What follows belongs to an exercise in optimizing a design on an open flow for small area, a short achievable clock period and few clock cycles; a production flow would make more cautious choices. The RTL was checked by simulation tests, not by an equivalence proof against the original design. Power is estimated from default activity; no workload was simulated.

## design/flow/config.mk

```make
export PLATFORM = sky130hd
export DESIGN_NAME = dbc3_comp
export DESIGN_NICKNAME = dbc3_comp
export VERILOG_FILES = /design/flow/design.v
export SDC_FILE = /design/flow/constraint.sdc
export NUM_CORES = 4
export LEC_CHECK = 0
export CAP_MARGIN = 20
export CORE_MARGIN = 2
export CORE_UTILIZATION = 40
export PLACE_DENSITY = 0.6
export SLEW_MARGIN = 20
```

## design/flow/constraint.sdc

```tcl
create_clock -name core_clock -period 8.0 [get_ports {clk}]
set_input_delay 1.6000 -clock core_clock [delete_from_list [all_inputs] [get_ports {clk}]]
set_output_delay 1.6000 -clock core_clock [all_outputs]
set_load 0.01 [all_outputs]
```

## design/flow/design.v

```verilog
module dbc3_comp (
    input  wire        clk,
    input  wire        rst,
    input  wire        cfg_we,
    input  wire [5:0]  cfg_addr,
    input  wire [15:0] cfg_data,
    input  wire        start,
    output wire        ready,
    output reg         done,
    output reg  [1:0]  prio_oor,
    output wire        mem_req,
    output wire [2:0]  mem_layer,
    output wire [17:0] mem_addr,
    input  wire        mem_gnt,
    input  wire [7:0]  mem_rdata,
    output wire        fb_valid,
    input  wire        fb_ready,
    output wire [8:0]  fb_x,
    output wire [8:0]  fb_y,
    output wire [15:0] fb_data
);
    reg [8:0]  scroll     [0:15];    
    reg [15:0] pal_base   [0:7];
    reg [7:0]  pal_mask   [0:7];
    reg [7:0]  trans_pen  [0:7];
    reg [7:0]  trans_mask [0:7];
    reg [7:0]  layer_en;
    reg [7:0]  priority0, priority1;
    reg [15:0] bg_color;
    reg [8:0]  fb_w_m1, fb_h_m1;
    always @(posedge clk) begin
        if (cfg_we) begin
            case (cfg_addr[5:3])
                3'd0, 3'd1: scroll[cfg_addr[3:0]] <= cfg_data[8:0];
                3'd2: pal_base[cfg_addr[2:0]]   <= cfg_data;
                3'd3: pal_mask[cfg_addr[2:0]]   <= cfg_data[7:0];
                3'd4: trans_pen[cfg_addr[2:0]]  <= cfg_data[7:0];
                3'd5: trans_mask[cfg_addr[2:0]] <= cfg_data[7:0];
                3'd6: begin
                    case (cfg_addr[2:0])
                        3'd0: layer_en  <= cfg_data[7:0];
                        3'd1: priority0 <= cfg_data[7:0];
                        3'd2: priority1 <= cfg_data[7:0];
                        3'd3: bg_color  <= cfg_data;
                        3'd4: fb_w_m1   <= cfg_data[8:0];
                        3'd5: fb_h_m1   <= cfg_data[8:0];
                        default: ;
                    endcase
                end
                default: ;
            endcase
        end
    end
    function [7:0] pri_row;       
        input [4:0] p;
        begin
            case (p)
                5'd0:  pri_row = {2'd3, 2'd2, 2'd1, 2'd0};
                5'd1:  pri_row = {2'd2, 2'd3, 2'd1, 2'd0};
                5'd2:  pri_row = {2'd3, 2'd1, 2'd2, 2'd0};
                5'd3:  pri_row = {2'd1, 2'd3, 2'd2, 2'd0};
                5'd4:  pri_row = {2'd2, 2'd1, 2'd3, 2'd0};
                5'd5:  pri_row = {2'd1, 2'd2, 2'd3, 2'd0};
                5'd6:  pri_row = {2'd3, 2'd2, 2'd0, 2'd1};
                5'd7:  pri_row = {2'd2, 2'd3, 2'd0, 2'd1};
                5'd8:  pri_row = {2'd3, 2'd0, 2'd2, 2'd1};
                5'd9:  pri_row = {2'd0, 2'd3, 2'd2, 2'd1};
                5'd10: pri_row = {2'd2, 2'd0, 2'd3, 2'd1};
                5'd11: pri_row = {2'd0, 2'd2, 2'd3, 2'd1};
                5'd12: pri_row = {2'd3, 2'd1, 2'd0, 2'd2};
                5'd13: pri_row = {2'd1, 2'd3, 2'd0, 2'd2};
                5'd14: pri_row = {2'd3, 2'd0, 2'd1, 2'd2};
                5'd15: pri_row = {2'd0, 2'd3, 2'd1, 2'd2};
                5'd16: pri_row = {2'd1, 2'd0, 2'd3, 2'd2};
                5'd17: pri_row = {2'd0, 2'd1, 2'd3, 2'd2};
                5'd18: pri_row = {2'd2, 2'd1, 2'd0, 2'd3};
                5'd19: pri_row = {2'd1, 2'd2, 2'd0, 2'd3};
                5'd20: pri_row = {2'd2, 2'd0, 2'd1, 2'd3};
                5'd21: pri_row = {2'd0, 2'd2, 2'd1, 2'd3};
                5'd22: pri_row = {2'd1, 2'd0, 2'd2, 2'd3};
                default: pri_row = {2'd0, 2'd1, 2'd2, 2'd3};
            endcase
        end
    endfunction
    localparam [2:0] S_IDLE  = 3'd0,
                     S_LAYER = 3'd1,    
                     S_REQ   = 3'd2,    
                     S_WAIT  = 3'd3,    
                     S_OUT   = 3'd4;    
    reg [2:0]  state;
    reg [7:0]  order0, order1;    
    reg [8:0]  x, y;
    reg        grp;               
    reg [1:0]  k;                 
    reg [15:0] pix;               
    wire [1:0] sub    = grp ? (k == 2'd0 ? order1[7:6] : k == 2'd1 ? order1[5:4] :
                               k == 2'd2 ? order1[3:2] : order1[1:0])
                            : (k == 2'd0 ? order0[7:6] : k == 2'd1 ? order0[5:4] :
                               k == 2'd2 ? order0[3:2] : order0[1:0]);
    wire [2:0] layer  = {grp, sub};
    wire [3:0] sx_idx = {grp, 1'b0, sub};
    wire [3:0] sy_idx = {grp, 1'b1, sub};
    wire [8:0] lx     = x + scroll[sx_idx];
    wire [8:0] ly     = y + scroll[sy_idx];
    assign ready     = (state == S_IDLE);
    assign mem_req   = (state == S_REQ);
    assign mem_layer = layer;
    assign mem_addr  = {ly, lx};
    assign fb_valid  = (state == S_OUT);
    assign fb_x      = x;
    assign fb_y      = y;
    assign fb_data   = pix;
    wire       last_layer = grp && (k == 2'd3);
    wire       visible    = (mem_rdata & trans_mask[layer]) != trans_pen[layer];
    always @(posedge clk) begin
        if (rst) begin
            state <= S_IDLE;
            done  <= 1'b0;
        end else begin
            done <= 1'b0;
            case (state)
                S_IDLE: begin
                    if (start) begin
                        order0   <= pri_row(priority0 > 8'd23 ? 5'd0 : priority0[4:0]);
                        order1   <= pri_row(priority1 > 8'd23 ? 5'd0 : priority1[4:0]);
                        prio_oor <= {priority1 > 8'd23, priority0 > 8'd23};
                        x        <= 9'd0;
                        y        <= 9'd0;
                        grp      <= 1'b0;
                        k        <= 2'd0;
                        pix      <= bg_color;
                        state    <= S_LAYER;
                    end
                end
                S_LAYER: begin
                    if (layer_en[layer]) begin
                        state <= S_REQ;
                    end else if (last_layer) begin
                        state <= S_OUT;
                    end else begin
                        {grp, k} <= {grp, k} + 3'd1;
                    end
                end
                S_REQ: begin
                    if (mem_gnt)
                        state <= S_WAIT;
                end
                S_WAIT: begin
                    if (visible)
                        pix <= {8'd0, mem_rdata & pal_mask[layer]} | pal_base[layer];
                    if (last_layer) begin
                        state <= S_OUT;
                    end else begin
                        {grp, k} <= {grp, k} + 3'd1;
                        state    <= S_LAYER;
                    end
                end
                S_OUT: begin
                    if (fb_ready) begin
                        grp <= 1'b0;
                        k   <= 2'd0;
                        pix <= bg_color;
                        if (x == fb_w_m1) begin
                            x <= 9'd0;
                            if (y == fb_h_m1) begin
                                done  <= 1'b1;
                                state <= S_IDLE;
                            end else begin
                                y     <= y + 9'd1;
                                state <= S_LAYER;
                            end
                        end else begin
                            x     <= x + 9'd1;
                            state <= S_LAYER;
                        end
                    end
                end
                default: state <= S_IDLE;
            endcase
        end
    end
endmodule
```

## design/flow/run.sh

```bash
#!/bin/bash
# synth_recipe.tcl (not shown) runs the flow's synth.tcl, then flattens the netlist and writes it again
# the make line also repeats each setting of config.mk as NAME=value (left out here)
make -C /OpenROAD-flow-scripts/flow DESIGN_CONFIG=/design/flow/config.mk WORK_HOME=/design/flow/orfs CLKGATE_MAP_FILE= SYNTH_SCRIPT=/design/flow/synth_recipe.tcl finish
```

==> summary.txt <==
[Yosys cell counts (all sizes together), types with 3 or more instances]
cell type / instances
a21oi: 35
ha: 40
nand3b: 3
and3: 7
a311oi: 16
nor3: 10
nand3: 52
mux2: 10
o22ai: 5
nand2b: 9
o221ai: 3
a21o: 3
o31ai: 8
edfxtp: 577
mux4: 70
inv: 46
nor2: 113
dfxtp: 4
a31oi: 6
xor2: 27
clkbuf: 35
buf: 30
nor2b: 10
nand4: 8
nand2: 131
xnor2: 33
a211oi: 3
mux2i: 120
nor4: 4
o211ai: 3
a2111oi: 3
o21ai: 24
o21bai: 7
[where the power goes]
part | switching (mW) | internal, mW
registers | 0.0476 | 3.41
clock network | 1.17 | 1.57
logic | 1.17 | 1.05
[area by class of cell]
type                       count  area [µm²]  area share (%)
inverter                      48         190           0.677
clock buffer                  71        1540            5.49
sequential                   581       17400            61.9
timing repair buffer         124        1150            4.08
tap                          782         978            3.48
multi-input combinational    790        6450            23.0
clock inverter                41         392            1.39
[state kept, by name, summed over array words and instances, names as in the netlist]
| signal | cells |
|---|---|
| y | 9 |
| pix | 16 |
| x | 9 |
| pal_mask | 64 |
| order1 | 8 |
| pal_base | 128 |
| scroll | 144 |
| prio_oor | 2 |
| fb_w_m1 | 9 |
| priority0 | 8 |
| trans_pen | 64 |
| trans_mask | 64 |
| state | 3 |
| bg_color | 16 |
| done | 1 |
| grp | 1 |
| k | 2 |
| order0 | 8 |
| priority1 | 8 |
| layer_en | 8 |
| fb_h_m1 | 9 |
[cells by family after synthesis]
group	after synthesis	synth area share, %
flops	581	71.6
simple gates	356	6.45
mux	200	11.9
compound gates	132	3.68
buf+inv	113	2.02
xor+xnor	60	2.16
fa+ha+maj	42	2.22
[final timing paths]
path,to,slack [ns],cells after the start
min,pix[11],0.52,2
min reg2reg,pix[11],0.52,2
max reg2reg,pix[14],2.51,15
max,mem_addr[8],0.74,18
[per-stage QoR]
| stage | cells | hold WS, ns | util [%] | cell area (µm²) |
|---|---|---|---|---|
| floorplan | 1484 | 0.495 | - | 24300 |
| global placement | 2324 | 0.503 | 43.4 | 26100 |
| detailed placement | 2324 | 0.514 | 43.4 | 26100 |
| CTS | 2436 | 0.527 | 46.6 | 28100 |
| global route | 2437 | 0.562 | 46.7 | 28100 |
| finish | 2437 | 0.523 | 46.7 | 28100 |
[routing by layer]
| layer | up-vias | wire [µm] | share of wire (%) | global-route usage [%] |
|---|---|---|---|---|
| met5 | - | 0 | 0 | 0 |
| met4 | 0 | 1230 | 2.2 | 4.89 |
| met3 | 69 | 2720 | 5.0 | 2.95 |
| met2 | 377 | 26600 | 48 | 29.3 |
| met1 | 6740 | 24400 | 44 | 23.9 |
| li1 | 5945 | - | - | - |
[worst max-delay path: cells and delay by family, from the launching register on]
family | cells | cell delay (ns)
AOI/OAI and AO/OA | 5 | 0.89
xor gates and xnor gates | 1 | 0.13
adders and majority gates | 2 | 0.54
buffers and inverters | 6 | 1.87
DFF | 1 | 0.45
muxes | 3 | 0.81
and+or+nand+nor | 1 | 0.26
[cells in the final DEF, fill, tap and decap left out, types with 30 or more instances in the layout]
cell,synthesis,routed
mux4_2,70,70
clkdlybuf4s50_1,0,87
clkbuf_16,0,60
buf_4,7,30
xnor2_1,33,33
nand3_1,52,52
edfxtp_1,577,577
a21oi_1,35,34
nor2_1,113,110
ha_1,40,40
nand2_1,131,131
inv_1,45,44
mux2i_1,120,120
==> summary.txt <==
I/O pin count 97; Yosys cell types 61; highest clock rate 138 MHz; Critical-path top delay cell buf_4; count of warnings emitted by yosys 1; ANT cells 0; Min-Delay Path Class reg -> reg; clock latency (worst-skew pair) 0.64 ns; via count 13.1k; final setup violation count 0; Most used DFF post-synth edfxtp_1; PortBufs 96; GPL Wtd Cong 0.782; Worst setup startpoint k[0]; minimum clock period 7.26 ns; FP Rows 90; final worst-path cycle share 90.7%; post-route setup TNS 0 ns; CP required 6.40 ns; Post-Synthesis Cells 1,484; maxcap violations 0; DRT Wirelength 54,900 µm; Power, Total 8.43 mW; total CTS buffers 59; post-CTS setup repair buffer count 0; worst-path fanout max 48; vias per cell 5.39; CP Data Arrival Time 5.66 ns; async set-reset flop share out of synthesis 0%; Rel. slew slack 26.7%; Routed Antenna Nets 0; Top cell by count, worst path inv_1; full die area 62,800 µm²; largest net degree at the start of global routing 55; syn avg cell area 16.4 µm²; Worst Skew 0.0292 ns; Worst-Margin Slew 1.10 ns; Post-layout nets 1,682; crit path kind reg -> out; CP Launch Type flip-flop; clock-pin slew on the worst setup and hold paths 0.06 ns; DRC 0; Worst R2R Start k[0]; Yosys top cell area share 71.3%; wire per inst 22.5 µm; Fin. Hold Viols 0; initial antenna violation count 0; Area contributors post-synth edfxtp_1 71%, mux4_2 6.5%, mux2i_1 4.9%; vias in the first global route 13.4k; pwr/cell area 300 nW/µm²; CTS Buffer Depth 3; Total Routing Usage GR 17.6%; Initial DRC Count 1,133; Pins Over Slew Limit 0; status no timing/DRC/antenna violations; Initial Utilization 40.4%; core area 60,200 µm²; CP peak stage delay 0.74 ns; Placement Setup Slack 1.37 ns; Chip Height 251 µm; Post-synth EDFFs 577; Lkg Pwr 9.54 nW; CTS Sinks 581; area grow syn2layout 15.6%; fraction of layout cells with a size suffix above 1 13.1%; element type at the critical path end primary output; die width 251 µm; worst min-delay path startpoint bg_color[11]; Synthesized Nets 1,562; CP cell instances inv_1, ha_1, mux2i_1, a211o_1, and3_1, inv_8, buf_4, mux2i_1, mux4_2, inv_1, ha_1, inv_1, o21bai_1, a21oi_1, o21bai_1, a21oi_1, xnor2_1, clkdlybuf4s50_1; Netlist Area Pre-Place 24,300 µm²; CTS tree done; H-tree depth 2; fillers 5,079; hpwl dp 32,800 µm; Synth area leader edfxtp_1; Post-CTS Resized 0; worst vdd rail ir drop 0.196 mV; drt first pass iters 5; global-route wire length before repair 83,000 µm; Seq/Total Area, Yosys 71.6%; final worst slack 0.745 ns; RSZ-0062 raised after global routing no; Clock Root Buffer clkbuf_16; global route overflow 0; hold-fix buffers at CTS 0; flops & latches, synth 581
Testbench counts, summed over its fixed seeds: cycles 1,146,904.

-- what the ideal ports hide --
In the flow no input, the clock included, has a driving cell. The finished layout below was timed again as built, in two steps. Step 1, drivers: a clkbuf_16 drives clk and a buf_2 each remaining input, both assumed. Step 2 also shifts input and output timing later by t, the mid clock arrival at the registers, as if the neighbouring blocks saw the same clock. a / b / c = ideal / step 1 / step 2; a / b = the first two.
shift t [ns]: 0.683
setup WS [ns]: 0.745 / 0.686 / 1.369
latest minus earliest clock arrival (ns): 0.036 / 0.036
slew at the worst register clock pin (ns): 0.06 / 0.06
cell pins on the clock port's net: 1
After both steps setup and hold are still met in this run. For this run, drivers alone change the setup slack by -0.059 ns; drivers and shift together by +0.624 ns.
